Context: an optimization exercise on an open-source flow, tuned for small area, a short achievable clock period and few clock cycles. The choices shown serve that exercise and are no tape-out recipe. RTL that was checked went through simulation tests only; none was proved equivalent to the original. Function not checked in runs 1 and 2: the RTL went through the layout flow alone.

===== config.mk =====
export PLATFORM = sky130hd
export DESIGN_NAME = smc_digest
export DESIGN_NICKNAME = smc_digest
export VERILOG_FILES = /design/flow/design.v
export SDC_FILE = /design/flow/constraint.sdc
export NUM_CORES = 4
export LEC_CHECK = 0
export CAP_MARGIN = 20
export CORE_MARGIN = 2
export CORE_UTILIZATION = 40
export SETUP_SLACK_MARGIN = 5
export SLEW_MARGIN = 20
export SYNTH_HIERARCHICAL = 1
export TNS_END_PERCENT = 100

===== constraint.sdc =====
create_clock -name core_clock -period 12.0 [get_ports {clk}]
set_input_delay 2.4000 -clock core_clock [delete_from_list [all_inputs] [get_ports {clk}]]
set_output_delay 2.4000 -clock core_clock [all_outputs]
set_load 0.01 [all_outputs]

===== design.v =====
module smc_digest (
    input  wire         clk,
    input  wire         rst,         
    input  wire         in_valid,
    output wire         in_ready,
    input  wire [31:0]  in_data,     
    input  wire         in_last,     
    input  wire [2:0]   in_nbytes,   
    output reg          out_valid,   
    output wire [127:0] out_digest   
);
    localparam [31:0] IV0 = 32'h01234567;
    localparam [31:0] IV1 = 32'h89ABCDEF;
    localparam [31:0] IV2 = 32'hFEDCBA98;
    localparam [31:0] IV3 = 32'h76543210;
    reg [511:0] ring;            
    reg [31:0]  a, b, c, d;      
    reg [31:0]  p0, p1, p2, p3;  
    reg [31:0]  q;               
    reg [6:0]   kp;              
    reg [3:0]   rpos;            
    reg [3:0]   ph;              
    reg [4:0]   nw;              
    reg         ld_first, ld_final;   
    reg         ex_first, ex_final;   
    reg         dummy;           
    reg         msg_done;        
    reg         mark_pending;    
    reg         late;            
    reg [11:0]  cnt;             
    reg         step;            
    reg         ffwd;            
    reg [3:0]   fsel;            
    reg [4:0]   s;               
    reg         load_iv;         
    reg         at16, at65;      
    wire [3:0] j       = nw[3:0];
    wire       ld_slot = !nw[4] && (ph == j);
    assign in_ready    = ld_slot && !msg_done;
    wire       take    = in_ready && in_valid;
    wire       pad_ld  = ld_slot && msg_done;
    reg [31:0] last_word;
    always @(*) begin
        case (in_nbytes)
            3'd0:    last_word = 32'h00000080;
            3'd1:    last_word = {16'h0000, 8'h80, in_data[7:0]};
            3'd2:    last_word = {8'h00, 8'h80, in_data[15:0]};
            3'd3:    last_word = {8'h80, in_data[23:0]};
            default: last_word = in_data;
        endcase
    end
    wire [31:0] pad_word = mark_pending ? 32'h00000080 :
                           (j == 4'd14 && !late) ? {17'd0, cnt, 3'd0} : 32'd0;
    wire [31:0] in_word  = in_last ? last_word : in_data;
    wire [31:0] lane15   = take ? in_word : (pad_ld ? pad_word : ring[31:0]);
    wire [31:0] f = ({32{fsel[0]}} & ((b & c) | (~b & d)))
                  | ({32{fsel[1]}} & ((b & d) | (c & ~d)))
                  | ({32{fsel[2]}} & (b ^ c ^ d))
                  | ({32{fsel[3]}} & (c ^ (b | ~d)));
    wire [31:0] t;
    smc_add32 u_add_t (.x(q), .y(f), .s(t));
    wire [63:0] t2  = {t, t} << s;
    wire [31:0] rot = t2[63:32];
    wire [31:0] nb;
    smc_add32 u_add_nb (.x(step ? b : 32'd0), .y(rot), .s(nb));
    wire [3:0] ni = kp[3:0];
    wire       pf = (kp[6:4] != 3'd0) || (nw > {1'b0, ni} && ph == ni + 4'd1);
    wire [6:0] kp1 = (kp == 7'd67) ? 7'd0 : kp + 7'd1;
    wire [6:0] kpn = pf ? kp1 : kp;
    function [3:0] lane_of(input [6:0] op);
        case (op[5:4])
            2'd0:    lane_of = 4'd15;
            2'd1:    lane_of = {op[1:0], 2'b00};
            2'd2:    lane_of = {op[2:0], 1'b0} + 4'd4;
            default: lane_of = op[3:0] * 4'd6 + 4'd15;
        endcase
    endfunction
    function [4:0] rot_amt(input [1:0] r, input [1:0] i);
        case ({r, i})
            4'h0: rot_amt = 5'd1;   4'h1: rot_amt = 5'd8;   4'h2: rot_amt = 5'd15;  4'h3: rot_amt = 5'd22;
            4'h4: rot_amt = 5'd2;   4'h5: rot_amt = 5'd9;   4'h6: rot_amt = 5'd16;  4'h7: rot_amt = 5'd23;
            4'h8: rot_amt = 5'd3;   4'h9: rot_amt = 5'd10;  4'hA: rot_amt = 5'd17;  4'hB: rot_amt = 5'd24;
            4'hC: rot_amt = 5'd4;   4'hD: rot_amt = 5'd11;  4'hE: rot_amt = 5'd18;  default: rot_amt = 5'd31;
        endcase
    endfunction
    reg [31:0] rk;
    always @(*) begin
        case (kp[5:4])
            2'd0:    rk = 32'h11111111;
            2'd1:    rk = 32'h22222222;
            2'd2:    rk = 32'h44444444;
            default: rk = 32'h88888888;
        endcase
    end
    reg [31:0] ivw;
    always @(*) begin
        case (kp[1:0])
            2'd0:    ivw = IV0;
            2'd1:    ivw = IV3;
            2'd2:    ivw = IV2;
            default: ivw = IV1;
        endcase
    end
    wire [31:0] wr   = ring[rpos*32 +: 32];
    wire [31:0] wsel = !pf ? 32'd0 :
                       kp[6] ? (ex_first ? ivw : p1) : wr;
    wire [31:0] ksel = (pf && !kp[6]) ? {rk[31:8], rk[7:0] + {4'd0, ni}} : 32'd0;
    wire [31:0] an   = load_iv ? IV0 : d;
    assign out_digest = {p1, p2, p3, p0};
    always @(posedge clk) begin
        ring <= {lane15, ring[511:32]};
        p0 <= p1;
        p1 <= p2;
        p2 <= p3;
        p3 <= ffwd ? nb : p0;
        a <= load_iv ? IV0 : d;
        b <= load_iv ? IV1 : nb;
        c <= load_iv ? IV2 : b;
        d <= load_iv ? IV3 : c;
        q <= an + wsel + ksel;
        rpos <= lane_of(kpn);
    end
    always @(posedge clk) begin
        if (rst) begin
            out_valid    <= 1'b0;
            kp           <= 7'd67;
            step         <= 1'b0;
            ffwd         <= 1'b1;
            fsel         <= 4'b0000;
            s            <= 5'd0;
            load_iv      <= 1'b0;
            at16         <= 1'b0;
            at65         <= 1'b0;
            ph           <= 4'd0;
            nw           <= 5'd0;
            ld_first     <= 1'b1;
            ld_final     <= 1'b0;
            ex_first     <= 1'b1;
            ex_final     <= 1'b1;
            dummy        <= 1'b1;
            msg_done     <= 1'b0;
            mark_pending <= 1'b0;
            late         <= 1'b0;
            cnt          <= 12'd0;
        end else begin
            out_valid <= load_iv && !dummy;
            if (load_iv) dummy <= 1'b0;
            kp      <= kpn;
            step    <= pf && !kp[6];
            ffwd    <= pf && kp[6];
            fsel    <= (pf && !kp[6]) ? (4'b0001 << kp[5:4]) : 4'b0000;
            s       <= (pf && !kp[6]) ? rot_amt(kp[5:4], kp[1:0]) : 5'd0;
            load_iv <= pf && kp == 7'd67 && ex_final;
            at16    <= pf && kp == 7'd16;
            at65    <= pf && kp == 7'd65;
            if (at16) begin
                ex_first <= ld_first;
                ex_final <= ld_final;
            end
            if (at65) begin
                ph       <= 4'd0;
                nw       <= 5'd0;
                ld_first <= ex_final;
                ld_final <= 1'b0;
                late     <= 1'b0;
                if (ex_final) begin
                    msg_done     <= 1'b0;
                    mark_pending <= 1'b0;
                    cnt          <= 12'd0;
                end
            end else begin
                ph <= ph + 4'd1;
                if (take || pad_ld) nw <= nw + 5'd1;
                if (take) begin
                    if (in_last) begin
                        cnt          <= cnt + {9'd0, in_nbytes};
                        msg_done     <= 1'b1;
                        mark_pending <= (in_nbytes == 3'd4);
                        if (in_nbytes < 3'd4 && j[3:1] == 3'b111) late <= 1'b1;
                    end else begin
                        cnt <= cnt + 12'd4;
                    end
                end
                if (pad_ld) begin
                    if (mark_pending) begin
                        mark_pending <= 1'b0;
                        if (j[3:1] == 3'b111) late <= 1'b1;
                    end else if (j == 4'd14 && !late) begin
                        ld_final <= 1'b1;
                    end
                end
            end
        end
    end
endmodule
module smc_add32 (
    input  wire [31:0] x,
    input  wire [31:0] y,
    output wire [31:0] s
);
    assign s = x + y;
endmodule

===== run.sh =====
#!/bin/bash
# synth_recipe.tcl (not shown) runs the flow's synth.tcl, then flattens the netlist and writes it again
# the make line also repeats each setting of config.mk as NAME=value (left out here)
make -C /OpenROAD-flow-scripts/flow DESIGN_CONFIG=/design/flow/config.mk WORK_HOME=/design/flow/orfs CLKGATE_MAP_FILE= SYNTH_SCRIPT=/design/flow/synth_recipe.tcl finish

==> flow_results.xml, run 1 <==
<?xml version="1.0" encoding="UTF-8"?>
<metrics>
  <group name="drt">
    <metric name="via_per_inst" unit="">5.40</metric>
    <metric name="antenna_violating_nets_post_route" unit="">0</metric>
    <metric name="detailedRoute.firstPassIterationCount" unit="">7</metric>
    <metric name="post_dr_wirelength_cell" unit="um">21.4</metric>
    <metric name="detail_route.wirelength" unit="mm">94.7</metric>
    <metric name="drcViolationCount" unit="">0</metric>
    <metric name="route.vias.total" unit="">23884</metric>
    <metric name="detail_route.iter0.violations" unit="">1751</metric>
  </group>
  <group name="critical_path">
    <metric name="critical_path_required" unit="ps">12550</metric>
    <metric name="critPathKind" unit="">register to register</metric>
    <metric name="cpLargestDelayFamily" unit="">compound AO/OA/AOI/OAI gates</metric>
    <metric name="critical-path-slowest-cell" unit="">sky130_fd_sc_hd__mux4_2</metric>
    <metric name="setup.reg_to_reg.worst_slack" unit="ps">5290</metric>
    <metric name="crit_arrival" unit="ps">7270</metric>
    <metric name="worstRegToRegCells" unit="">25</metric>
    <metric name="most_prevalent_standard_cell_on_the_critical_path" unit="">sky130_fd_sc_hd__a21o_1</metric>
    <metric name="critPathCaptureType" unit="">register</metric>
    <metric name="path_buf_inv" unit="">3</metric>
    <metric name="critPathMaxStageDelay" unit="ps">520</metric>
    <metric name="critical_path.startpoint_type" unit="">register</metric>
    <metric name="rr_endpoint" unit="">p3[18]</metric>
    <metric name="worstPathMaxFanout" unit="">33</metric>
    <metric name="worst_r2r_startpoint" unit="">fsel[1]</metric>
  </group>
  <group name="finish">
    <metric name="layout-area-overhead-vs-synth" unit="%">16.8</metric>
    <metric name="post_route_cells_drive_above_1_share" unit="%">17.5</metric>
    <metric name="postLayoutCoreUtil" unit="%">47.1</metric>
    <metric name="num-nets-final" unit="">3388</metric>
    <metric name="nFillCells" unit="">7871</metric>
    <metric name="combined_area_of_the_multi_input_logic_cells" unit="um^2">17400</metric>
    <metric name="area.sequential" unit="um^2">16500</metric>
  </group>
  <group name="timing">
    <metric name="final-setup-viol-count" unit="">0</metric>
    <metric name="post-route-period-util" unit="%">56.0</metric>
    <metric name="finalWorstPathRequiredPeriod" unit="ps">6710</metric>
    <metric name="worst_slack" unit="ps">5290</metric>
    <metric name="achievable-frequency" unit="MHz">149</metric>
    <metric name="relSlewSlack" unit="%">25.9</metric>
    <metric name="final.setup.tns" unit="ps">0</metric>
    <metric name="max_slew.worst_pin.slew" unit="ps">1100</metric>
    <metric name="drv_slew" unit="">0</metric>
    <metric name="final.setup_skew" unit="ps">63.9</metric>
    <metric name="rsz0062_at_grt" unit="">no</metric>
    <metric name="timing.final.hold_violations" unit="">0</metric>
  </group>
  <group name="global_routing">
    <metric name="antenna_found_initial" unit="">11</metric>
    <metric name="grt_util_all_layers" unit="%">20.7</metric>
    <metric name="number_of_global_route_vias_before_repair" unit="">23053</metric>
    <metric name="grt_start_max_net_pins" unit="">76</metric>
    <metric name="grt-ovfl-total" unit="">0</metric>
    <metric name="grt_pass1_wl" unit="mm">142</metric>
  </group>
  <group name="yosys">
    <metric name="post_synth_main_area_contributors" unit="">sky130_fd_sc_hd__dfxtp_1 (47%), sky130_fd_sc_hd__mux4_2 (12%), sky130_fd_sc_hd__ha_1 (4.3%)</metric>
    <metric name="synth.top_cells.by_count" unit="">sky130_fd_sc_hd__dfxtp_1 (823), sky130_fd_sc_hd__nor2_1 (222), sky130_fd_sc_hd__mux4_2 (191)</metric>
    <metric name="yosysWarnings" unit="">7</metric>
    <metric name="mappedNetlistNets" unit="">3274</metric>
    <metric name="synth-seq-area-share" unit="%">47.2</metric>
    <metric name="number_of_enable_flip_flop_cells_after_synthesis" unit="">0</metric>
    <metric name="synth_simple_gate_area_share" unit="%">10.3</metric>
    <metric name="synth_top_area_cell" unit="">sky130_fd_sc_hd__dfxtp_1</metric>
    <metric name="yosys.area_share.adder" unit="%">6.04</metric>
    <metric name="largest_family_of_logic_cells_by_synthesized_area" unit="">multiplexers</metric>
    <metric name="post_synth.cell_area_avg" unit="um^2">11.3</metric>
    <metric name="netlist-cell-type-count" unit="">97</metric>
    <metric name="synth_compound_area_share" unit="%">12.1</metric>
    <metric name="synth_most_common_cell" unit="">sky130_fd_sc_hd__dfxtp_1</metric>
    <metric name="async_reset_ff_share" unit="%">0</metric>
    <metric name="syn_inst" unit="">3085</metric>
    <metric name="synth_xor_area_share" unit="%">4.21</metric>
    <metric name="share_of_cell_area_taken_by_muxes_after_synthesis" unit="%">16.7</metric>
    <metric name="synth_ff_type" unit="">sky130_fd_sc_hd__dfxtp_1</metric>
    <metric name="mappedNetlistArea" unit="um^2">34900</metric>
    <metric name="synth_top_area_share" unit="%">47.2</metric>
    <metric name="flip_flop_and_latch_count_after_synthesis" unit="">823</metric>
  </group>
  <group name="outcome">
    <metric name="status" unit="">complete, no violations</metric>
  </group>
  <group name="clocking">
    <metric name="postCtsHoldBufs" unit="">0</metric>
    <metric name="clock-sinks" unit="">823</metric>
    <metric name="htree_levels" unit="">3</metric>
    <metric name="clock_tree.buffer_depth" unit="">3</metric>
    <metric name="clock_tree_from_tritoncts" unit="">done</metric>
    <metric name="clkLatencyLatePin" unit="ps">670</metric>
    <metric name="cts_root_buffer" unit="">sky130_fd_sc_hd__clkbuf_16</metric>
    <metric name="clkSlewWorstSetupHoldPaths" unit="ps">70</metric>
    <metric name="cts_buffers" unit="">84</metric>
  </group>
  <group name="placed_design">
    <metric name="gp_congestion" unit="">0.905</metric>
    <metric name="port_buffers" unit="">168</metric>
    <metric name="post-dp-hpwl" unit="mm">69.1</metric>
    <metric name="dpl_worst_slack" unit="ps">4110</metric>
  </group>
  <group name="min_path">
    <metric name="holdPathEnd" unit="">p2[9]</metric>
    <metric name="hp-start" unit="">p3[9]</metric>
    <metric name="worst_hold_path_type" unit="">register to register</metric>
    <metric name="hold-path-cell-count" unit="">0</metric>
  </group>
  <group name="floorplan">
    <metric name="io_pins" unit="">169</metric>
    <metric name="std_cell_rows" unit="">108</metric>
    <metric name="die_footprint" unit="um^2">89700</metric>
    <metric name="horizontal_extent_of_the_die" unit="um">300</metric>
    <metric name="fp.coreArea" unit="um^2">86600</metric>
    <metric name="fp.dieH" unit="um">300</metric>
    <metric name="starting_density_of_the_core" unit="%">40.3</metric>
  </group>
  <group name="flow_run">
    <metric name="timing.max_cap.violations" unit="">0</metric>
  </group>
</metrics>
modules after synthesis, one instance, submodules excluded:
| module | copies in the design | area (um^2) | flops+latches |
|---|---|---|---|
| smc_add32 | 2 | 2050 | 0 |
| smc_digest | 1 | 30900 | 823 |
layer usage:
layer  part of all wire (%)  GRT usage, %  vias up
li1                       -             -    11386
met1                     47          29.5    11677
met2                     44          31.2      666
met3                    6.1          3.81      153
met4                    3.4          7.88        2
met5                 0.0095             0        -
how the worst max path moves through the flow:
stage / start / cells after the start / slack (ps) / to
5_1_grt: fsel[0] / 26 / 4980 / p3[18]
3_3_place_gp: fsel[3] / 27 / 4190 / p3[26]
4_1_cts: fsel[1] / 26 / 5020 / p3[18]
2_1_floorplan: fsel[3] / 27 / 5540 / p3[18]
3_5_place_dp: fsel[3] / 26 / 4110 / b[24]
6_report: fsel[1] / 25 / 5290 / p3[18]
placed cells by master (no fill, tap or decap), types with 35 or more instances in the layout:
master / netlist / final
sky130_fd_sc_hd__dfxtp_1: 823 / 812
sky130_fd_sc_hd__mux2i_1: 93 / 92
sky130_fd_sc_hd__a21oi_1: 148 / 148
sky130_fd_sc_hd__clkdlybuf4s50_1: 0 / 168
sky130_fd_sc_hd__o21ai_0: 77 / 71
sky130_fd_sc_hd__a22oi_1: 35 / 35
sky130_fd_sc_hd__ha_1: 119 / 108
sky130_fd_sc_hd__mux4_2: 191 / 191
sky130_fd_sc_hd__nor2_1: 222 / 221
sky130_fd_sc_hd__nand3_1: 37 / 36
sky130_fd_sc_hd__a21o_1: 78 / 78
sky130_fd_sc_hd__nor2b_1: 67 / 67
sky130_fd_sc_hd__xnor2_1: 128 / 127
sky130_fd_sc_hd__clkbuf_16: 0 / 88
sky130_fd_sc_hd__nor3_1: 54 / 53
sky130_fd_sc_hd__xor2_1: 40 / 40
sky130_fd_sc_hd__inv_1: 106 / 106
sky130_fd_sc_hd__mux2_2: 52 / 52
sky130_fd_sc_hd__or2_2: 60 / 60
sky130_fd_sc_hd__nand2_1: 143 / 143
sky130_fd_sc_hd__and2_1: 39 / 39
registers in the layout, summed over array words and instances, names as in the netlist, 4 cells and up:
| signal | cells |
|---|---|
| ring | 512 |
| b | 32 |
| c | 32 |
| d | 32 |
| p0 | 32 |
| p1 | 32 |
| p2 | 32 |
| p3 | 32 |
| q | 32 |
| cnt | 12 |
| kp | 7 |
| nw | 5 |
| s | 5 |
| fsel | 4 |
| ph | 4 |
| rpos | 4 |
metrics by stage:
stage	std cells	area, um^2	hold WS [ps]
CTS	4408	40500	279
global placement	4250	37500	326
detailed placement	4250	37500	331
finish	4425	40800	278
global route	4421	40800	289
floorplan	3085	34900	326
cell type report:
| cell class | instances | share of cell area [%] |
|---|---|---|
| flip-flops and latches | 823 | 40.4 |
| multi-input cells | 1974 | 42.7 |
| well taps | 1155 | 3.54 |
| clock inverters | 45 | 1.31 |
| diodes | 4 | 0.0245 |
| repair buffers | 208 | 5.21 |
| clock buffers | 108 | 5.79 |
| inverters | 108 | 0.993 |
timing repair:
action | CTS | global route
cloned | 1 | 3
pin swaps | 0 | 16
buffers inserted | 4 | 10
resized for setup | 11 | 40
endpoints found under the setup margin | 53 | 43
hold endpoints to repair | 0 | 0
cells by family (layout without fill, tap and decap cells):
| family | after synthesis | after routing |
|---|---|---|
| compound gates | 599 | 599 |
| xor+xnor | 168 | 168 |
| fa+ha+maj | 150 | 150 |
| buf+inv | 288 | 469 |
| flops | 823 | 823 |
| mux | 339 | 339 |
| other cells | 0 | 4 |
| simple gates | 718 | 718 |
==> run 2: changes to the inputs <==
--- a/config.mk
+++ b/config.mk
@@ -6,4 +6,5 @@
 export NUM_CORES = 4
 export LEC_CHECK = 0
+export ABC_AREA = 1
 export CAP_MARGIN = 20
 export CORE_MARGIN = 2
==> flow_results.xml, run 2 <==
<?xml version="1.0" encoding="UTF-8"?>
<metrics>
  <group name="timing">
    <metric name="rsz0062_at_grt" unit="">no</metric>
    <metric name="final.setup_skew" unit="ps">25.4</metric>
    <metric name="relSlewSlack" unit="%">29.7</metric>
    <metric name="timing.final.hold_violations" unit="">0</metric>
    <metric name="final.setup.tns" unit="ps">0</metric>
    <metric name="achievable-frequency" unit="MHz">162</metric>
    <metric name="final-setup-viol-count" unit="">0</metric>
    <metric name="post-route-period-util" unit="%">51.4</metric>
    <metric name="max_slew.worst_pin.slew" unit="ps">1050</metric>
    <metric name="worst_slack" unit="ps">5840</metric>
    <metric name="drv_slew" unit="">0</metric>
    <metric name="finalWorstPathRequiredPeriod" unit="ps">6160</metric>
  </group>
  <group name="drt">
    <metric name="detailedRoute.firstPassIterationCount" unit="">6</metric>
    <metric name="via_per_inst" unit="">5.08</metric>
    <metric name="detail_route.iter0.violations" unit="">2938</metric>
    <metric name="route.vias.total" unit="">31983</metric>
    <metric name="drcViolationCount" unit="">0</metric>
    <metric name="post_dr_wirelength_cell" unit="um">18.6</metric>
    <metric name="detail_route.wirelength" unit="mm">117</metric>
    <metric name="antenna_violating_nets_post_route" unit="">0</metric>
  </group>
  <group name="global_routing">
    <metric name="grt_pass1_wl" unit="mm">177</metric>
    <metric name="grt-ovfl-total" unit="">0</metric>
    <metric name="grt_util_all_layers" unit="%">24.4</metric>
    <metric name="antenna_found_initial" unit="">0</metric>
    <metric name="grt_start_max_net_pins" unit="">93</metric>
    <metric name="number_of_global_route_vias_before_repair" unit="">29640</metric>
  </group>
  <group name="yosys">
    <metric name="synth_most_common_cell" unit="">sky130_fd_sc_hd__nand2_1</metric>
    <metric name="synth_ff_type" unit="">sky130_fd_sc_hd__dfxtp_1</metric>
    <metric name="flip_flop_and_latch_count_after_synthesis" unit="">823</metric>
    <metric name="synth_top_area_share" unit="%">45.0</metric>
    <metric name="netlist-cell-type-count" unit="">60</metric>
    <metric name="synth_top_area_cell" unit="">sky130_fd_sc_hd__dfxtp_1</metric>
    <metric name="mappedNetlistArea" unit="um^2">36700</metric>
    <metric name="synth-seq-area-share" unit="%">45.0</metric>
    <metric name="mappedNetlistNets" unit="">5147</metric>
    <metric name="syn_inst" unit="">4958</metric>
    <metric name="number_of_enable_flip_flop_cells_after_synthesis" unit="">0</metric>
    <metric name="post_synth.cell_area_avg" unit="um^2">7.39</metric>
    <metric name="post_synth_main_area_contributors" unit="">sky130_fd_sc_hd__dfxtp_1 (45%), sky130_fd_sc_hd__nand2_1 (14%), sky130_fd_sc_hd__inv_1 (6.4%)</metric>
    <metric name="async_reset_ff_share" unit="%">0</metric>
    <metric name="yosysWarnings" unit="">7</metric>
    <metric name="synth.top_cells.by_count" unit="">sky130_fd_sc_hd__nand2_1 (1368), sky130_fd_sc_hd__dfxtp_1 (823), sky130_fd_sc_hd__inv_1 (622)</metric>
  </group>
  <group name="clocking">
    <metric name="htree_levels" unit="">3</metric>
    <metric name="cts_buffers" unit="">84</metric>
    <metric name="cts_root_buffer" unit="">sky130_fd_sc_hd__clkbuf_16</metric>
    <metric name="clkLatencyLatePin" unit="ps">650</metric>
    <metric name="cts_setup_buffers" unit="">0</metric>
    <metric name="clkSlewWorstSetupHoldPaths" unit="ps">60</metric>
    <metric name="clock-sinks" unit="">823</metric>
    <metric name="clock_tree.buffer_depth" unit="">3</metric>
    <metric name="clock_tree_from_tritoncts" unit="">done</metric>
    <metric name="cts_resizes" unit="">0</metric>
    <metric name="postCtsHoldBufs" unit="">0</metric>
  </group>
  <group name="finish">
    <metric name="mostFrequentLayoutCell" unit="">sky130_fd_sc_hd__nand2_1</metric>
    <metric name="final_cell_mix" unit="">sky130_fd_sc_hd__nand2_1 (1368), sky130_fd_sc_hd__dfxtp_1 (813), sky130_fd_sc_hd__inv_1 (621)</metric>
    <metric name="max_ffs_per_register" unit="">512</metric>
    <metric name="layout-area-overhead-vs-synth" unit="%">14.9</metric>
    <metric name="num-nets-final" unit="">5233</metric>
    <metric name="post_route_cells_drive_above_1_share" unit="%">5.42</metric>
    <metric name="max_flop_register" unit="">ring</metric>
  </group>
  <group name="critical_path">
    <metric name="crit_arrival" unit="ps">6750</metric>
    <metric name="critPathMaxStageDelay" unit="ps">830</metric>
    <metric name="critical_path.startpoint_type" unit="">register</metric>
    <metric name="critPathKind" unit="">register to register</metric>
    <metric name="worstPathCellList" unit="">buf_4 -&gt; buf_4 -&gt; a21oi_1 -&gt; a22o_1 -&gt; o21ai_0 -&gt; a21oi_1 -&gt; a31oi_1 -&gt; a21oi_1 -&gt; fa_1 -&gt; inv_1 -&gt; ha_1 -&gt; nand2_1 -&gt; nor2_1 -&gt; nand4_1 -&gt; o21ai_0 -&gt; a21boi_0 -&gt; o21ai_0 -&gt; xor2_1</metric>
    <metric name="critical_path_required" unit="ps">12580</metric>
    <metric name="worstPathMaxFanout" unit="">88</metric>
    <metric name="critical-path-slowest-cell" unit="">sky130_fd_sc_hd__buf_4</metric>
    <metric name="critPathCaptureType" unit="">register</metric>
  </group>
  <group name="floorplan">
    <metric name="die_footprint" unit="um^2">94100</metric>
    <metric name="io_pins" unit="">169</metric>
    <metric name="fp.dieH" unit="um">307</metric>
    <metric name="starting_density_of_the_core" unit="%">40.2</metric>
    <metric name="horizontal_extent_of_the_die" unit="um">307</metric>
    <metric name="fp.coreArea" unit="um^2">91200</metric>
    <metric name="std_cell_rows" unit="">111</metric>
  </group>
  <group name="placed_design">
    <metric name="port_buffers" unit="">168</metric>
    <metric name="dpl_worst_slack" unit="ps">5910</metric>
    <metric name="gp_congestion" unit="">0.971</metric>
    <metric name="post-dp-hpwl" unit="mm">86.7</metric>
  </group>
  <group name="min_path">
    <metric name="worst_hold_path_type" unit="">register to register</metric>
  </group>
  <group name="flow_run">
    <metric name="timing.max_cap.violations" unit="">0</metric>
  </group>
  <group name="outcome">
    <metric name="status" unit="">complete, no violations</metric>
  </group>
</metrics>
run 2: cell types whose count changed after synthesis, sizes merged, moves of 60 or more:
cell   change
mux4     -191
nor2     +204
a21oi    +283
xnor2    -114
a21o      -75
mux2i     -60
inv      +528
o21ai    +188
nand2   +1258
nor2b     -67
nand3    +162
run 2: metrics by stage:
stage	hold WS [ps]	instance area (um^2)	instances	utilization, %
2_1_floorplan	331	36700	4958	-
3_5_place_dp	334	39200	6144	43.0
4_1_cts	333	42100	6299	46.2
5_1_grt	346	42100	6299	46.2
3_3_place_gp	331	39200	6144	43.0
6_report	338	42100	6300	46.2
run 2: cell type report:
type	count	area [um^2]
diodes	1	2.50
clock inverters	48	587
clock buffers	107	2320
fillers	8990	49100
inverters	643	2420
repair buffers	190	1850
multi-input cells	3302	17000
well taps	1186	1480
flip-flops and latches	823	16500
run 2: routing by layer:
layer  part of all wire (%)  vias to the layer above  global-route usage, %  wire (um)
met4                    4.3                        0                   10.4       5010
met2                     44                      899                   37.6      51000
met1                     47                    14845                   34.2      54700
li1                       -                    16062                      -          -
met3                    5.5                      177                   3.32       6490
met5                      0                        -                      0          0
run 2: cell families (layout without fill, tap and decap cells):
kind of cell    after synthesis  after routing  share of synthesized area (%)
other cells                   0              1                              0
buf+inv                     833            988                           8.77
fa+ha+maj                   150            150                           5.76
compound gates              929            929                           14.4
simple gates               2115           2115                           23.4
flops                       823            823                           45.0
xor+xnor                     75             75                           1.79
mux                          33             33                          0.901
run 2: final timing paths:
path / start / to / slack (ps) / cells past startpoint
setup / recovery: rpos[0] / q[22] / 5840 / 18
hold / removal: ring[269] / ring[237] / 340 / 0
setup reg to reg: rpos[0] / q[22] / 5840 / 18
hold reg to reg: ring[269] / ring[237] / 340 / 0
run 2: worst max-delay path: cells and delay by family (launching register included):
kind / cells / cell delay (ps)
xor gates and xnor gates: 1 / 160
adders and majority gates: 2 / 960
buffers and inverters: 3 / 1560
AOI/OAI and AO/OA: 9 / 2220
DFF: 1 / 680
and+or+nand+nor: 3 / 400
run 2: per-module statistics from Yosys (local to each module, per instance):
module,cells inside,copies in the design,flops+latches
smc_digest,3970,1,823
smc_add32,494,2,0
==> run 3: changes to the inputs <==
--- a/design.v
+++ b/design.v
@@ -19,5 +19,5 @@
     reg [31:0]  q;               
     reg [6:0]   kp;              
-    reg [3:0]   rpos;            
+    reg [15:0]  rsel;            
     reg [3:0]   ph;              
     reg [4:0]   nw;              
@@ -28,5 +28,6 @@
     reg         mark_pending;    
     reg         late;            
-    reg [11:0]  cnt;             
+    reg [9:0]   nwords;          
+    reg [1:0]   lastnb;          
     reg         step;            
     reg         ffwd;            
@@ -51,5 +52,5 @@
     end
     wire [31:0] pad_word = mark_pending ? 32'h00000080 :
-                           (j == 4'd14 && !late) ? {17'd0, cnt, 3'd0} : 32'd0;
+                           (j == 4'd14 && !late) ? {17'd0, nwords, lastnb, 3'd0} : 32'd0;
     wire [31:0] in_word  = in_last ? last_word : in_data;
     wire [31:0] lane15   = take ? in_word : (pad_ld ? pad_word : ring[31:0]);
@@ -65,7 +66,14 @@
     smc_add32 u_add_nb (.x(step ? b : 32'd0), .y(rot), .s(nb));
     wire [3:0] ni = kp[3:0];
-    wire       pf = (kp[6:4] != 3'd0) || (nw > {1'b0, ni} && ph == ni + 4'd1);
+    reg        pf;               
     wire [6:0] kp1 = (kp == 7'd67) ? 7'd0 : kp + 7'd1;
     wire [6:0] kpn = pf ? kp1 : kp;
+    wire [3:0] ph_n  = at65 ? 4'd0 : ph + 4'd1;
+    wire [3:0] x     = kpn[3:0];
+    wire       ph_ok = !at65 && ph_n == x + 4'd1;
+    wire       pf_s1 = (kpn[6:4] != 3'd0) ||
+                       (ph_ok && ((nw > {1'b0, x}) || (ld_slot && msg_done && nw == {1'b0, x})));
+    wire       pf_s2 = ph_ok && ld_slot && !msg_done && nw == {1'b0, x};
+    wire       pf_n  = pf_s1 || (pf_s2 && in_valid);
     function [3:0] lane_of(input [6:0] op);
         case (op[5:4])
@@ -102,9 +110,19 @@
         endcase
     end
-    wire [31:0] wr   = ring[rpos*32 +: 32];
+    reg [31:0] wr;
+    integer li;
+    always @(*) begin
+        wr = 32'd0;
+        for (li = 0; li < 16; li = li + 1)
+            wr = wr | ({32{rsel[li]}} & ring[li*32 +: 32]);
+    end
     wire [31:0] wsel = !pf ? 32'd0 :
                        kp[6] ? (ex_first ? ivw : p1) : wr;
     wire [31:0] ksel = (pf && !kp[6]) ? {rk[31:8], rk[7:0] + {4'd0, ni}} : 32'd0;
     wire [31:0] an   = load_iv ? IV0 : d;
+    wire [31:0] cs_s = an ^ wsel ^ ksel;
+    wire [31:0] cs_c = (an & wsel) | (an & ksel) | (wsel & ksel);
+    wire [31:0] qn;
+    smc_add32bk u_add_q (.x(cs_s), .y({cs_c[30:0], 1'b0}), .s(qn));
     assign out_digest = {p1, p2, p3, p0};
     always @(posedge clk) begin
@@ -118,6 +136,6 @@
         c <= load_iv ? IV2 : b;
         d <= load_iv ? IV3 : c;
-        q <= an + wsel + ksel;
-        rpos <= lane_of(kpn);
+        q <= qn;
+        rsel <= 16'd1 << lane_of(kpn);
     end
     always @(posedge clk) begin
@@ -125,4 +143,5 @@
             out_valid    <= 1'b0;
             kp           <= 7'd67;
+            pf           <= 1'b1;
             step         <= 1'b0;
             ffwd         <= 1'b1;
@@ -142,9 +161,11 @@
             mark_pending <= 1'b0;
             late         <= 1'b0;
-            cnt          <= 12'd0;
+            nwords       <= 10'd0;
+            lastnb       <= 2'd0;
         end else begin
             out_valid <= load_iv && !dummy;
             if (load_iv) dummy <= 1'b0;
             kp      <= kpn;
+            pf      <= pf_n;
             step    <= pf && !kp[6];
             ffwd    <= pf && kp[6];
@@ -167,5 +188,6 @@
                     msg_done     <= 1'b0;
                     mark_pending <= 1'b0;
-                    cnt          <= 12'd0;
+                    nwords       <= 10'd0;
+                    lastnb       <= 2'd0;
                 end
             end else begin
@@ -174,10 +196,11 @@
                 if (take) begin
                     if (in_last) begin
-                        cnt          <= cnt + {9'd0, in_nbytes};
+                        if (in_nbytes[2]) nwords <= nwords + 10'd1;
+                        lastnb       <= in_nbytes[1:0];
                         msg_done     <= 1'b1;
                         mark_pending <= (in_nbytes == 3'd4);
                         if (in_nbytes < 3'd4 && j[3:1] == 3'b111) late <= 1'b1;
                     end else begin
-                        cnt <= cnt + 12'd4;
+                        nwords <= nwords + 10'd1;
                     end
                 end
@@ -201,2 +224,36 @@
     assign s = x + y;
 endmodule
+module smc_add32bk (
+    input  wire [31:0] x,
+    input  wire [31:0] y,
+    output wire [31:0] s
+);
+  wire [31:0] g0 = x & y, p0 = x ^ y;
+  wire [31:0] g[0:9], p[0:9];
+  assign g[0] = g0; assign p[0] = p0;
+  genvar l, i;
+  generate for (l = 0; l < 5; l = l + 1) begin: up
+    for (i = 0; i < 32; i = i + 1) begin: b
+      if (((i + 1) % (2 << l)) == 0) begin
+        assign g[l+1][i] = g[l][i] | (p[l][i] & g[l][i - (1<<l)]);
+        assign p[l+1][i] = p[l][i] & p[l][i - (1<<l)];
+      end else begin
+        assign g[l+1][i] = g[l][i];
+        assign p[l+1][i] = p[l][i];
+      end
+    end
+  end
+  for (l = 0; l < 4; l = l + 1) begin: dn
+    for (i = 0; i < 32; i = i + 1) begin: b
+      localparam integer D = 8 >> l;
+      if (((i + 1) % (2*D)) == D && i >= 2*D - 1 + 0 && i > D) begin
+        assign g[l+6][i] = g[l+5][i] | (p[l+5][i] & g[l+5][i - D]);
+        assign p[l+6][i] = p[l+5][i] & p[l+5][i - D];
+      end else begin
+        assign g[l+6][i] = g[l+5][i];
+        assign p[l+6][i] = p[l+5][i];
+      end
+    end
+  end endgenerate
+  assign s = p0 ^ {g[9][30:0], 1'b0};
+endmodule
==> flow_results.xml, run 3 <==
<?xml version="1.0" encoding="UTF-8"?>
<metrics>
  <group name="min_path">
    <metric name="holdPathEnd" unit="">ring[142]</metric>
    <metric name="hp-start" unit="">ring[174]</metric>
    <metric name="hold-path-cell-count" unit="">0</metric>
    <metric name="worst_hold_path_type" unit="">register to register</metric>
  </group>
  <group name="flow_run">
    <metric name="timing.max_cap.violations" unit="">0</metric>
  </group>
  <group name="floorplan">
    <metric name="horizontal_extent_of_the_die" unit="um">302</metric>
    <metric name="fp.coreArea" unit="um^2">88100</metric>
    <metric name="starting_density_of_the_core" unit="%">40.2</metric>
    <metric name="fp.dieH" unit="um">302</metric>
    <metric name="die_footprint" unit="um^2">91000</metric>
    <metric name="std_cell_rows" unit="">109</metric>
    <metric name="io_pins" unit="">169</metric>
  </group>
  <group name="finish">
    <metric name="num-nets-final" unit="">4925</metric>
    <metric name="layout-area-overhead-vs-synth" unit="%">16.2</metric>
    <metric name="mostFrequentLayoutCell" unit="">sky130_fd_sc_hd__nand2_1</metric>
    <metric name="max_flop_register" unit="">ring</metric>
    <metric name="max_ffs_per_register" unit="">512</metric>
    <metric name="postLayoutCoreUtil" unit="%">46.7</metric>
    <metric name="final_cell_mix" unit="">sky130_fd_sc_hd__nand2_1 (1374), sky130_fd_sc_hd__dfxtp_1 (833), sky130_fd_sc_hd__inv_1 (564)</metric>
    <metric name="post_route_cells_drive_above_1_share" unit="%">6.62</metric>
    <metric name="nFillCells" unit="">8741</metric>
  </group>
  <group name="yosys">
    <metric name="post_synth_main_area_contributors" unit="">sky130_fd_sc_hd__dfxtp_1 (47%), sky130_fd_sc_hd__nand2_1 (15%), sky130_fd_sc_hd__inv_1 (6.0%)</metric>
    <metric name="async_reset_ff_share" unit="%">0</metric>
    <metric name="mappedNetlistArea" unit="um^2">35400</metric>
    <metric name="synth_ff_type" unit="">sky130_fd_sc_hd__dfxtp_1</metric>
    <metric name="post_synth.cell_area_avg" unit="um^2">7.75</metric>
    <metric name="netlist-cell-type-count" unit="">55</metric>
    <metric name="flip_flop_and_latch_count_after_synthesis" unit="">836</metric>
    <metric name="synth_top_area_share" unit="%">47.2</metric>
    <metric name="number_of_enable_flip_flop_cells_after_synthesis" unit="">0</metric>
    <metric name="mappedNetlistNets" unit="">4774</metric>
    <metric name="synth.top_cells.by_count" unit="">sky130_fd_sc_hd__nand2_1 (1374), sky130_fd_sc_hd__dfxtp_1 (836), sky130_fd_sc_hd__inv_1 (564)</metric>
    <metric name="synth_top_area_cell" unit="">sky130_fd_sc_hd__dfxtp_1</metric>
    <metric name="yosysWarnings" unit="">8</metric>
    <metric name="synth_most_common_cell" unit="">sky130_fd_sc_hd__nand2_1</metric>
    <metric name="synth-seq-area-share" unit="%">47.2</metric>
    <metric name="syn_inst" unit="">4570</metric>
  </group>
  <group name="placed_design">
    <metric name="dpl_worst_slack" unit="ps">6790</metric>
    <metric name="post-dp-hpwl" unit="mm">83.9</metric>
    <metric name="port_buffers" unit="">168</metric>
    <metric name="gp_congestion" unit="">0.945</metric>
  </group>
  <group name="clocking">
    <metric name="clock_tree.buffer_depth" unit="">3</metric>
    <metric name="cts_setup_buffers" unit="">0</metric>
    <metric name="clock-sinks" unit="">836</metric>
    <metric name="cts_root_buffer" unit="">sky130_fd_sc_hd__clkbuf_16</metric>
    <metric name="clock_tree_from_tritoncts" unit="">done</metric>
    <metric name="clkSlewWorstSetupHoldPaths" unit="ps">60</metric>
    <metric name="htree_levels" unit="">3</metric>
    <metric name="cts_resizes" unit="">0</metric>
    <metric name="clkLatencyLatePin" unit="ps">650</metric>
    <metric name="cts_buffers" unit="">86</metric>
    <metric name="postCtsHoldBufs" unit="">0</metric>
  </group>
  <group name="critical_path">
    <metric name="critical_path_required" unit="ps">12520</metric>
    <metric name="worst_r2r_startpoint" unit="">b[14]</metric>
    <metric name="critPathCaptureType" unit="">register</metric>
    <metric name="critPathMaxStageDelay" unit="ps">520</metric>
    <metric name="worstPathMaxFanout" unit="">5</metric>
    <metric name="crit_arrival" unit="ps">5920</metric>
    <metric name="rr_endpoint" unit="">p3[13]</metric>
    <metric name="most_prevalent_standard_cell_on_the_critical_path" unit="">sky130_fd_sc_hd__nand2_1</metric>
    <metric name="worstRegToRegCells" unit="">30</metric>
    <metric name="setup.reg_to_reg.worst_slack" unit="ps">6610</metric>
    <metric name="critical_path.startpoint_type" unit="">register</metric>
    <metric name="critPathKind" unit="">register to register</metric>
    <metric name="critical-path-slowest-cell" unit="">sky130_fd_sc_hd__dfxtp_1</metric>
  </group>
  <group name="global_routing">
    <metric name="number_of_global_route_vias_before_repair" unit="">28343</metric>
    <metric name="grt_util_all_layers" unit="%">24.8</metric>
    <metric name="antenna_found_initial" unit="">1</metric>
    <metric name="grt-ovfl-total" unit="">0</metric>
    <metric name="grt_start_max_net_pins" unit="">65</metric>
    <metric name="grt_pass1_wl" unit="mm">172</metric>
  </group>
  <group name="drt">
    <metric name="detail_route.wirelength" unit="mm">115</metric>
    <metric name="route.vias.total" unit="">30238</metric>
    <metric name="antenna_violating_nets_post_route" unit="">0</metric>
    <metric name="detailedRoute.firstPassIterationCount" unit="">5</metric>
    <metric name="drcViolationCount" unit="">0</metric>
    <metric name="post_dr_wirelength_cell" unit="um">19.3</metric>
    <metric name="via_per_inst" unit="">5.08</metric>
    <metric name="detail_route.iter0.violations" unit="">2317</metric>
  </group>
  <group name="timing">
    <metric name="achievable-frequency" unit="MHz">185</metric>
    <metric name="final.setup_skew" unit="ps">45.1</metric>
    <metric name="finalWorstPathRequiredPeriod" unit="ps">5390</metric>
    <metric name="relSlewSlack" unit="%">33.4</metric>
    <metric name="max_slew.worst_pin.slew" unit="ps">998</metric>
    <metric name="drv_slew" unit="">0</metric>
    <metric name="worst_slack" unit="ps">6610</metric>
    <metric name="rsz0062_at_grt" unit="">no</metric>
    <metric name="post-route-period-util" unit="%">45.0</metric>
    <metric name="timing.final.hold_violations" unit="">0</metric>
    <metric name="final-setup-viol-count" unit="">0</metric>
    <metric name="final.setup.tns" unit="ps">0</metric>
  </group>
  <group name="outcome">
    <metric name="status" unit="">complete, no violations</metric>
  </group>
</metrics>
==> run 3: cell types whose count changed after synthesis, sizes merged, moves of 33 or more <==
cell	before	now
buf	73	22
o21ai	285	201
mux2i	33	0
a221oi	9	79
o211ai	4	75
inv	636	580
nand4	16	64
a21oi	431	133
a22oi	55	0
or2	15	50
==> run 3: modules after synthesis (local to each module, per instance) <==
module       copies in the design  flops+latches  cell area [um^2]
smc_digest                      1            836             29300
smc_add32                       2              0              2380
smc_add32bk                     1              0              1350
==> run 3: stage by stage <==
step	cells	area (um^2)	hold slack [ps]
floorplan	4570	35400	331
global placement	5798	38300	331
detailed placement	5798	38300	335
CTS	5953	41200	320
global route	5953	41200	334
finish	5954	41200	328
==> run 3: layer usage <==
| layer | share of wire [%] | GRT usage, % | vias up | routed length, um |
|---|---|---|---|---|
| met1 | 45 | 33.1 | 14174 | 51300 |
| met4 | 4.0 | 9.67 | 0 | 4570 |
| met5 | 0 | 0 | - | 0 |
| met2 | 46 | 41.0 | 904 | 53000 |
| li1 | - | - | 14958 | - |
| met3 | 5.0 | 2.86 | 202 | 5770 |
==> run 3: final cells by class <==
type | instances | area (um^2) | share of cell area [%]
Sequential cell | 836 | 16700 | 40.7
Multi-Input combinational cell | 3012 | 15900 | 38.7
Clock buffer | 120 | 2440 | 5.93
Inverter | 583 | 2190 | 5.32
Timing Repair Buffer | 202 | 1940 | 4.71
Tap cell | 1165 | 1460 | 3.54
Clock inverter | 35 | 454 | 1.10
Antenna cell | 1 | 2.50 | 0.00608
==> run 3: cells by family (layout without fill, tap and decap cells) <==
logic type | count (synthesis) | in the layout | synth area share (%)
XOR/XNOR | 58 | 58 | 1.43
other | 1 | 2 | 0.0106
adder cells (fa/ha/maj) | 165 | 165 | 6.89
flip-flops | 836 | 836 | 47.2
AO/OA/AOI/OAI | 588 | 588 | 10.7
buffers and inverters | 722 | 940 | 7.76
AND/OR/NAND/NOR | 2200 | 2200 | 25.9
==> run 3: worst max path at each step <==
stage,to,slack [ps],start
floorplan,p3[28],7740,b[0]
global placement,p3[28],6810,b[11]
detailed placement,p3[13],6790,b[4]
CTS,p3[28],6750,b[10]
global route,p3[13],6080,b[14]
finish,p3[13],6610,b[14]
==> run 3: critical path: cells and delay by family (launching register included) <==
family          cells  cell delay (ps)
simple gates       19             2170
compound gates      5             1230
fa+ha+maj           2              860
flops               1              520
buf+inv             3              320
xor+xnor            1              180
Testbench counts of run 3, summed over its fixed seeds: cycles 86,588.
==> run 4: changes to the inputs <==
==> flow/run.sh (new file) <==
#!/bin/bash
set -euo pipefail
bash standard.sh SETUP_SLACK_MARGIN=8 finish > run_standard.log 2>&1
==> standard.sh (new file) <==
#!/bin/bash
# synth_recipe.tcl (not shown) runs the flow's synth.tcl, then flattens the netlist and writes it again
# the make line also repeats each setting of config.mk as NAME=value (left out here)
make -C /OpenROAD-flow-scripts/flow DESIGN_CONFIG=/design/flow/config.mk WORK_HOME=/design/flow/orfs CLKGATE_MAP_FILE= SYNTH_SCRIPT=/design/flow/synth_recipe.tcl "${@:-finish}"
--- a/config.mk
+++ b/config.mk
@@ -10,5 +10,4 @@
 export CORE_MARGIN = 2
 export CORE_UTILIZATION = 40
-export SETUP_SLACK_MARGIN = 5
 export SLEW_MARGIN = 20
 export SYNTH_HIERARCHICAL = 1
removed: run.sh
==> flow_results.xml, run 4 <==
<?xml version="1.0" encoding="UTF-8"?>
<metrics>
  <group name="yosys">
    <metric name="post_synth_main_area_contributors" unit="">sky130_fd_sc_hd__dfxtp_1 (47%), sky130_fd_sc_hd__nand2_1 (15%), sky130_fd_sc_hd__inv_1 (6.0%)</metric>
    <metric name="mappedNetlistArea" unit="um^2">35400</metric>
    <metric name="synth_ff_type" unit="">sky130_fd_sc_hd__dfxtp_1</metric>
    <metric name="synth_top_area_cell" unit="">sky130_fd_sc_hd__dfxtp_1</metric>
    <metric name="post_synth.cell_area_avg" unit="um^2">7.75</metric>
    <metric name="yosysWarnings" unit="">8</metric>
    <metric name="flip_flop_and_latch_count_after_synthesis" unit="">836</metric>
    <metric name="async_reset_ff_share" unit="%">0</metric>
    <metric name="netlist-cell-type-count" unit="">55</metric>
    <metric name="mappedNetlistNets" unit="">4774</metric>
    <metric name="syn_inst" unit="">4570</metric>
    <metric name="number_of_enable_flip_flop_cells_after_synthesis" unit="">0</metric>
    <metric name="synth_top_area_share" unit="%">47.2</metric>
    <metric name="synth.top_cells.by_count" unit="">sky130_fd_sc_hd__nand2_1 (1374), sky130_fd_sc_hd__dfxtp_1 (836), sky130_fd_sc_hd__inv_1 (564)</metric>
    <metric name="synth_most_common_cell" unit="">sky130_fd_sc_hd__nand2_1</metric>
    <metric name="synth-seq-area-share" unit="%">47.2</metric>
  </group>
  <group name="min_path">
    <metric name="worst_hold_path_type" unit="">register to register</metric>
  </group>
  <group name="placed_design">
    <metric name="post-dp-hpwl" unit="mm">83.8</metric>
    <metric name="place_area" unit="um^2">38300</metric>
    <metric name="port_buffers" unit="">168</metric>
    <metric name="dpl_worst_slack" unit="ps">6670</metric>
    <metric name="gp_congestion" unit="">0.974</metric>
  </group>
  <group name="timing">
    <metric name="timing.final.hold_violations" unit="">0</metric>
    <metric name="rsz0062_at_grt" unit="">yes</metric>
    <metric name="post-route-period-util" unit="%">39.2</metric>
    <metric name="max_slew.worst_pin.slew" unit="ps">1010</metric>
    <metric name="relSlewSlack" unit="%">32.8</metric>
    <metric name="worst_slack" unit="ps">7300</metric>
    <metric name="final.setup_skew" unit="ps">43.4</metric>
    <metric name="final.setup.tns" unit="ps">0</metric>
    <metric name="final-setup-viol-count" unit="">0</metric>
    <metric name="finalWorstPathRequiredPeriod" unit="ps">4700</metric>
    <metric name="drv_slew" unit="">0</metric>
    <metric name="achievable-frequency" unit="MHz">213</metric>
  </group>
  <group name="clocking">
    <metric name="clkSlewWorstSetupHoldPaths" unit="ps">70</metric>
    <metric name="clock_tree.buffer_depth" unit="">3</metric>
    <metric name="clkLatencyLatePin" unit="ps">650</metric>
    <metric name="htree_levels" unit="">3</metric>
    <metric name="clock_tree_from_tritoncts" unit="">done</metric>
    <metric name="clock-sinks" unit="">836</metric>
    <metric name="cts_buffers" unit="">85</metric>
    <metric name="cts_root_buffer" unit="">sky130_fd_sc_hd__clkbuf_16</metric>
  </group>
  <group name="critical_path">
    <metric name="worstPathMaxFanout" unit="">5</metric>
    <metric name="critical_path_required" unit="ps">12560</metric>
    <metric name="critPathKind" unit="">register to register</metric>
    <metric name="critPathCaptureType" unit="">register</metric>
    <metric name="critical-path-slowest-cell" unit="">sky130_fd_sc_hd__dfxtp_4</metric>
    <metric name="most_prevalent_standard_cell_on_the_critical_path" unit="">sky130_fd_sc_hd__nand2_1</metric>
    <metric name="crit_arrival" unit="ps">5260</metric>
    <metric name="critical_path.startpoint_type" unit="">register</metric>
    <metric name="critPathMaxStageDelay" unit="ps">390</metric>
  </group>
  <group name="floorplan">
    <metric name="io_pins" unit="">169</metric>
    <metric name="starting_density_of_the_core" unit="%">40.2</metric>
    <metric name="die_footprint" unit="um^2">91000</metric>
    <metric name="horizontal_extent_of_the_die" unit="um">302</metric>
    <metric name="fp.dieH" unit="um">302</metric>
    <metric name="std_cell_rows" unit="">109</metric>
    <metric name="fp.coreArea" unit="um^2">88100</metric>
  </group>
  <group name="finish">
    <metric name="max_flop_register" unit="">ring</metric>
    <metric name="layout-area-overhead-vs-synth" unit="%">30.1</metric>
    <metric name="mostFrequentLayoutCell" unit="">sky130_fd_sc_hd__nand2_1</metric>
    <metric name="num-nets-final" unit="">5094</metric>
    <metric name="final_cell_area" unit="um^2">46100</metric>
    <metric name="max_ffs_per_register" unit="">512</metric>
    <metric name="final_cell_mix" unit="">sky130_fd_sc_hd__nand2_1 (1159), sky130_fd_sc_hd__dfxtp_1 (751), sky130_fd_sc_hd__inv_1 (504)</metric>
    <metric name="post_route_cells_drive_above_1_share" unit="%">22.9</metric>
  </group>
  <group name="drt">
    <metric name="wl_met1" unit="mm">53.0</metric>
    <metric name="detailroute.wirelength.met2" unit="mm">57.3</metric>
    <metric name="detailedRoute.firstPassIterationCount" unit="">6</metric>
    <metric name="route.vias.total" unit="">31456</metric>
    <metric name="post_dr_wirelength_cell" unit="um">19.8</metric>
    <metric name="topRoutingLayerUsed" unit="">met4</metric>
    <metric name="via_per_inst" unit="">5.14</metric>
    <metric name="route.met3.wl" unit="mm">5.88</metric>
    <metric name="drcViolationCount" unit="">0</metric>
    <metric name="antenna_violating_nets_post_route" unit="">0</metric>
    <metric name="detail_route.iter0.violations" unit="">2435</metric>
    <metric name="detail_route.wirelength" unit="mm">122</metric>
  </group>
  <group name="global_routing">
    <metric name="grt_start_max_net_pins" unit="">65</metric>
    <metric name="grt_pass1_wl" unit="mm">177</metric>
    <metric name="grt-ovfl-total" unit="">0</metric>
    <metric name="grt_util_all_layers" unit="%">25.6</metric>
    <metric name="number_of_global_route_vias_before_repair" unit="">29520</metric>
    <metric name="antenna_found_initial" unit="">0</metric>
  </group>
  <group name="outcome">
    <metric name="status" unit="">complete, no violations</metric>
  </group>
  <group name="flow_run">
    <metric name="timing.max_cap.violations" unit="">0</metric>
  </group>
</metrics>
run 4: cell count changes in the layout (fill, tap and decap cells not counted), sizes merged, moves of 8 or more:
cell           delta
buf             +166
bufinv            +9
inv               -8
dlygate4sd2      +53
clkdlybuf4s50    -62
clkinvlp         +10
dlymetal6s2s      +8
clkbuf           -13
run 4: area by class of cell:
cell class / instances / area (um^2)
fill: 8290 / 42000
multi-input combinational: 3014 / 18900
sequential: 836 / 17000
timing repair buffer: 369 / 3520
clock buffer: 106 / 2340
inverter: 583 / 2230
tap: 1165 / 1460
clock inverter: 48 / 733
timing repair inverter: 1 / 5.00
antenna: 2 / 5.00
run 4: kinds of logic after synthesis:
| logic type | after synthesis | share of synthesized area, % |
|---|---|---|
| flops | 836 | 47.2 |
| other cells | 1 | 0.0106 |
| fa+ha+maj | 165 | 6.89 |
| buf+inv | 722 | 7.76 |
| simple gates | 2200 | 25.9 |
| xor+xnor | 58 | 1.43 |
| compound gates | 588 | 10.7 |
run 4: timing repair:
action / CTS / global route
hold buffers: 0 / 0
pin swaps: 211 / 223
setup buffers: 127 / 41
gates cloned: 1 / 4
endpoints found under the setup margin: 167 / 132
resized for setup: 662 / 357
run 4: final timing paths:
kind,start,endpoint,slack [ps],cells past startpoint
max reg2reg,b[20],p3[13],7300,32
max,b[20],p3[13],7300,32
min reg2reg,ring[346],ring[314],330,0
min,ring[346],ring[314],330,0
run 4: metal layers:
| layer | vias up | global-route usage, % |
|---|---|---|
| met1 | 15028 | 33.9 |
| met3 | 225 | 2.82 |
| li1 | 15306 | - |
| met4 | 0 | 9.95 |
| met2 | 897 | 42.7 |
| met5 | - | 0 |
run 4: per-module statistics from Yosys, one instance, submodules excluded:
module / flops+latches / cell area, um^2
smc_digest: 836 / 29300
smc_add32: 0 / 2380
smc_add32bk: 0 / 1350
run 4: stage by stage:
stage	std cells	hold slack [ps]	util, %
2_1_floorplan	4570	331	-
3_3_place_gp	5795	332	43.5
3_5_place_dp	5795	335	43.5
4_1_cts	6077	332	50.3
5_1_grt	6122	342	52.3
6_report	6124	328	52.3
run 4: critical path, delay by kind of cell, from the launching register on:
kind                     cells  cell delay, ps
flip-flops                   1             390
adder cells (fa/ha/maj)      2             700
AND/OR/NAND/NOR             17            1730
XOR/XNOR                     1             250
buffers and inverters        4             260
AO/OA/AOI/OAI                8            1260
==> run 5: changes to the inputs <==
==> flow/run.sh (replaced) <==
#!/bin/bash
set -euo pipefail
bash standard.sh SETUP_SLACK_MARGIN=7 finish > run_standard.log 2>&1
==> flow_results.xml, run 5 <==
<?xml version="1.0" encoding="UTF-8"?>
<metrics>
  <group name="outcome">
    <metric name="status" unit="">complete, no violations</metric>
  </group>
  <group name="clocking">
    <metric name="htree_levels" unit="">3</metric>
    <metric name="clock_tree.buffer_depth" unit="">3</metric>
    <metric name="cts_buffers" unit="">86</metric>
    <metric name="postCtsHoldBufs" unit="">0</metric>
    <metric name="clkLatencyLatePin" unit="ps">650</metric>
    <metric name="clock_tree_from_tritoncts" unit="">done</metric>
    <metric name="cts_root_buffer" unit="">sky130_fd_sc_hd__clkbuf_16</metric>
    <metric name="clkSlewWorstSetupHoldPaths" unit="ps">60</metric>
    <metric name="clock-sinks" unit="">836</metric>
  </group>
  <group name="yosys">
    <metric name="synth.top_cells.by_count" unit="">sky130_fd_sc_hd__nand2_1 (1374), sky130_fd_sc_hd__dfxtp_1 (836), sky130_fd_sc_hd__inv_1 (564)</metric>
    <metric name="synth-seq-area-share" unit="%">47.2</metric>
    <metric name="synth_top_area_share" unit="%">47.2</metric>
    <metric name="post_synth.cell_area_avg" unit="um^2">7.75</metric>
    <metric name="yosysWarnings" unit="">8</metric>
    <metric name="syn_inst" unit="">4570</metric>
    <metric name="flip_flop_and_latch_count_after_synthesis" unit="">836</metric>
    <metric name="mappedNetlistArea" unit="um^2">35400</metric>
    <metric name="synth_most_common_cell" unit="">sky130_fd_sc_hd__nand2_1</metric>
    <metric name="synth_ff_type" unit="">sky130_fd_sc_hd__dfxtp_1</metric>
    <metric name="synth_top_area_cell" unit="">sky130_fd_sc_hd__dfxtp_1</metric>
    <metric name="mappedNetlistNets" unit="">4774</metric>
    <metric name="post_synth_main_area_contributors" unit="">sky130_fd_sc_hd__dfxtp_1 (47%), sky130_fd_sc_hd__nand2_1 (15%), sky130_fd_sc_hd__inv_1 (6.0%)</metric>
    <metric name="netlist-cell-type-count" unit="">55</metric>
    <metric name="number_of_enable_flip_flop_cells_after_synthesis" unit="">0</metric>
    <metric name="async_reset_ff_share" unit="%">0</metric>
  </group>
  <group name="global_routing">
    <metric name="grt_start_max_net_pins" unit="">65</metric>
    <metric name="grt_util_all_layers" unit="%">24.8</metric>
    <metric name="grt-ovfl-total" unit="">0</metric>
    <metric name="number_of_global_route_vias_before_repair" unit="">28393</metric>
    <metric name="grt_pass1_wl" unit="mm">172</metric>
    <metric name="antenna_found_initial" unit="">2</metric>
  </group>
  <group name="critical_path">
    <metric name="critical-path-slowest-cell" unit="">sky130_fd_sc_hd__fa_2</metric>
    <metric name="critPathMaxStageDelay" unit="ps">400</metric>
    <metric name="setup.reg_to_reg.worst_slack" unit="ps">7240</metric>
    <metric name="worst_r2r_startpoint" unit="">b[0]</metric>
    <metric name="most_prevalent_standard_cell_on_the_critical_path" unit="">sky130_fd_sc_hd__nand2_2</metric>
    <metric name="critical_path.startpoint_type" unit="">register</metric>
    <metric name="critPathCaptureType" unit="">register</metric>
    <metric name="worstSetupStartpoint" unit="">b[0]</metric>
    <metric name="rr_endpoint" unit="">p3[27]</metric>
    <metric name="critPathKind" unit="">register to register</metric>
    <metric name="worstPathMaxFanout" unit="">5</metric>
    <metric name="worstRegToRegCells" unit="">37</metric>
    <metric name="critical_path_required" unit="ps">12500</metric>
    <metric name="setup.worst_path.end" unit="">p3[27]</metric>
    <metric name="crit_arrival" unit="ps">5260</metric>
  </group>
  <group name="timing">
    <metric name="post-route-period-util" unit="%">39.7</metric>
    <metric name="final.setup.tns" unit="ps">0</metric>
    <metric name="relSlewSlack" unit="%">33.7</metric>
    <metric name="final-setup-viol-count" unit="">0</metric>
    <metric name="rsz0062_at_grt" unit="">yes</metric>
    <metric name="drv_slew" unit="">0</metric>
    <metric name="final.setup_skew" unit="ps">44.2</metric>
    <metric name="achievable-frequency" unit="MHz">210</metric>
    <metric name="timing.final.hold_violations" unit="">0</metric>
    <metric name="finalWorstPathRequiredPeriod" unit="ps">4760</metric>
    <metric name="max_slew.worst_pin.slew" unit="ps">994</metric>
  </group>
  <group name="finish">
    <metric name="layout-area-overhead-vs-synth" unit="%">20.8</metric>
    <metric name="max_ffs_per_register" unit="">512</metric>
    <metric name="final_cell_area" unit="um^2">42800</metric>
    <metric name="max_flop_register" unit="">ring</metric>
    <metric name="postLayoutCoreUtil" unit="%">48.6</metric>
    <metric name="final_cell_mix" unit="">sky130_fd_sc_hd__nand2_1 (1278), sky130_fd_sc_hd__dfxtp_1 (793), sky130_fd_sc_hd__inv_1 (548)</metric>
    <metric name="nFillCells" unit="">8573</metric>
    <metric name="mostFrequentLayoutCell" unit="">sky130_fd_sc_hd__nand2_1</metric>
    <metric name="num-nets-final" unit="">4950</metric>
    <metric name="post_route_cells_drive_above_1_share" unit="%">13.9</metric>
  </group>
  <group name="min_path">
    <metric name="worst_hold_path_type" unit="">register to register</metric>
    <metric name="hold-path-cell-count" unit="">0</metric>
  </group>
  <group name="drt">
    <metric name="post_dr_wirelength_cell" unit="um">19.4</metric>
    <metric name="detail_route.iter0.violations" unit="">2349</metric>
    <metric name="detailedRoute.firstPassIterationCount" unit="">5</metric>
    <metric name="detail_route.wirelength" unit="mm">116</metric>
    <metric name="drcViolationCount" unit="">0</metric>
    <metric name="route.vias.total" unit="">30375</metric>
    <metric name="antenna_violating_nets_post_route" unit="">0</metric>
    <metric name="via_per_inst" unit="">5.08</metric>
  </group>
  <group name="placed_design">
    <metric name="place_area" unit="um^2">38300</metric>
    <metric name="post-dp-hpwl" unit="mm">83.9</metric>
    <metric name="gp_congestion" unit="">0.945</metric>
    <metric name="port_buffers" unit="">168</metric>
  </group>
  <group name="floorplan">
    <metric name="horizontal_extent_of_the_die" unit="um">302</metric>
    <metric name="std_cell_rows" unit="">109</metric>
    <metric name="starting_density_of_the_core" unit="%">40.2</metric>
    <metric name="die_footprint" unit="um^2">91000</metric>
    <metric name="fp.dieH" unit="um">302</metric>
    <metric name="fp.coreArea" unit="um^2">88100</metric>
    <metric name="io_pins" unit="">169</metric>
  </group>
  <group name="flow_run">
    <metric name="timing.max_cap.violations" unit="">0</metric>
  </group>
</metrics>
[run 5: cell type report]
class / count / area, um^2 / area share [%]
multi-input cells: 3012 / 17300 / 40.3
diodes: 1 / 2.50 / 0.00585
clock buffers: 120 / 2440 / 5.70
flip-flops and latches: 836 / 16800 / 39.4
well taps: 1165 / 1460 / 3.41
repair buffers: 227 / 2150 / 5.02
inverters: 583 / 2190 / 5.12
clock inverters: 35 / 454 / 1.06
[run 5: metal layers]
metal | up-vias | share of wire (%) | GRT usage (%)
met1 | 14320 | 44 | 33.0
met5 | - | 0.011 | 0
met3 | 209 | 5.0 | 2.99
met4 | 2 | 4.0 | 9.37
met2 | 839 | 47 | 41.2
li1 | 15005 | - | -
[run 5: logic make-up (layout without fill, tap and decap cells)]
family / after synthesis / after routing / synth area share (%)
compound gates: 588 / 588 / 10.7
xor+xnor: 58 / 58 / 1.43
fa+ha+maj: 165 / 165 / 6.89
buf+inv: 722 / 965 / 7.76
flops: 836 / 836 / 47.2
other cells: 1 / 2 / 0.0106
simple gates: 2200 / 2200 / 25.9
[run 5: worst min path at each step]
| stage | startpoint | endpoint | slack (ps) |
|---|---|---|---|
| 5_1_grt | ring[450] | ring[418] | 330 |
| 3_3_place_gp | ring[167] | ring[135] | 330 |
| 2_1_floorplan | ring[189] | ring[157] | 330 |
| 3_5_place_dp | ring[286] | ring[254] | 330 |
| 4_1_cts | ring[251] | ring[219] | 320 |
| 6_report | ring[174] | ring[142] | 330 |
[run 5: timing repair]
item                                    in CTS  in global routing
buffers inserted                             2                 23
pin swaps                                    2                125
gates resized for setup                     44                387
hold endpoints to repair                     0                  0
endpoints found under the setup margin      41                 63
[run 5: per-stage QoR]
step           hold slack (ps)  instances  setup slack, ps
2_1_floorplan              331       4570             7740
3_3_place_gp               331       5798             6810
3_5_place_dp               335       5798             6790
4_1_cts                    320       5955             7010
5_1_grt                    334       5978             6940
6_report                   327       5979             7240
[run 5: Yosys stat by module (local to each module, per instance)]
module,flip-flops and latches,area [um^2]
smc_add32bk,0,1350
smc_add32,0,2380
smc_digest,836,29300
[run 5: critical path: cells and delay by family, from the launching register on]
family / cells / cell delay (ps)
and+or+nand+nor: 26 / 2500
adders and majority gates: 3 / 860
AOI/OAI and AO/OA: 6 / 740
DFF: 1 / 340
buffers and inverters: 2 / 170

==> re-timing with driven ports <==
The results above use ideal ports. As a check the final layouts listed here were re-extracted and re-timed, cells and wires unchanged. Step 1 (the two cells are an assumption about what drives the block):
set clk [get_ports {clk}]
set_driving_cell -lib_cell sky130_fd_sc_hd__clkbuf_16 $clk
set_driving_cell -lib_cell sky130_fd_sc_hd__buf_2 [delete_from_list [all_inputs] $clk]
Step 2 moves the port delays by t, midway between the first and last clock arrival at a register: inputs arrive t later, outputs are due t later. That takes back most of the time a late clock gives input paths. a / b / c = no drivers / after step 1 / after step 2; a / b = the first two.
run	shift t [ns]	setup WS [ns]	worst setup path at the end
run 1	0.704	5.286 / 5.286 / 5.286	register to register
run 2	0.714	5.835 / 5.835 / 5.835	register to register
run 3	0.699	6.606 / 6.606 / 6.606	register to register
run 4	0.695	7.302 / 7.302 / 7.302	register to register
run 5	0.696	7.242 / 7.242 / 7.242	register to register
After both steps every run listed still meets setup and hold.
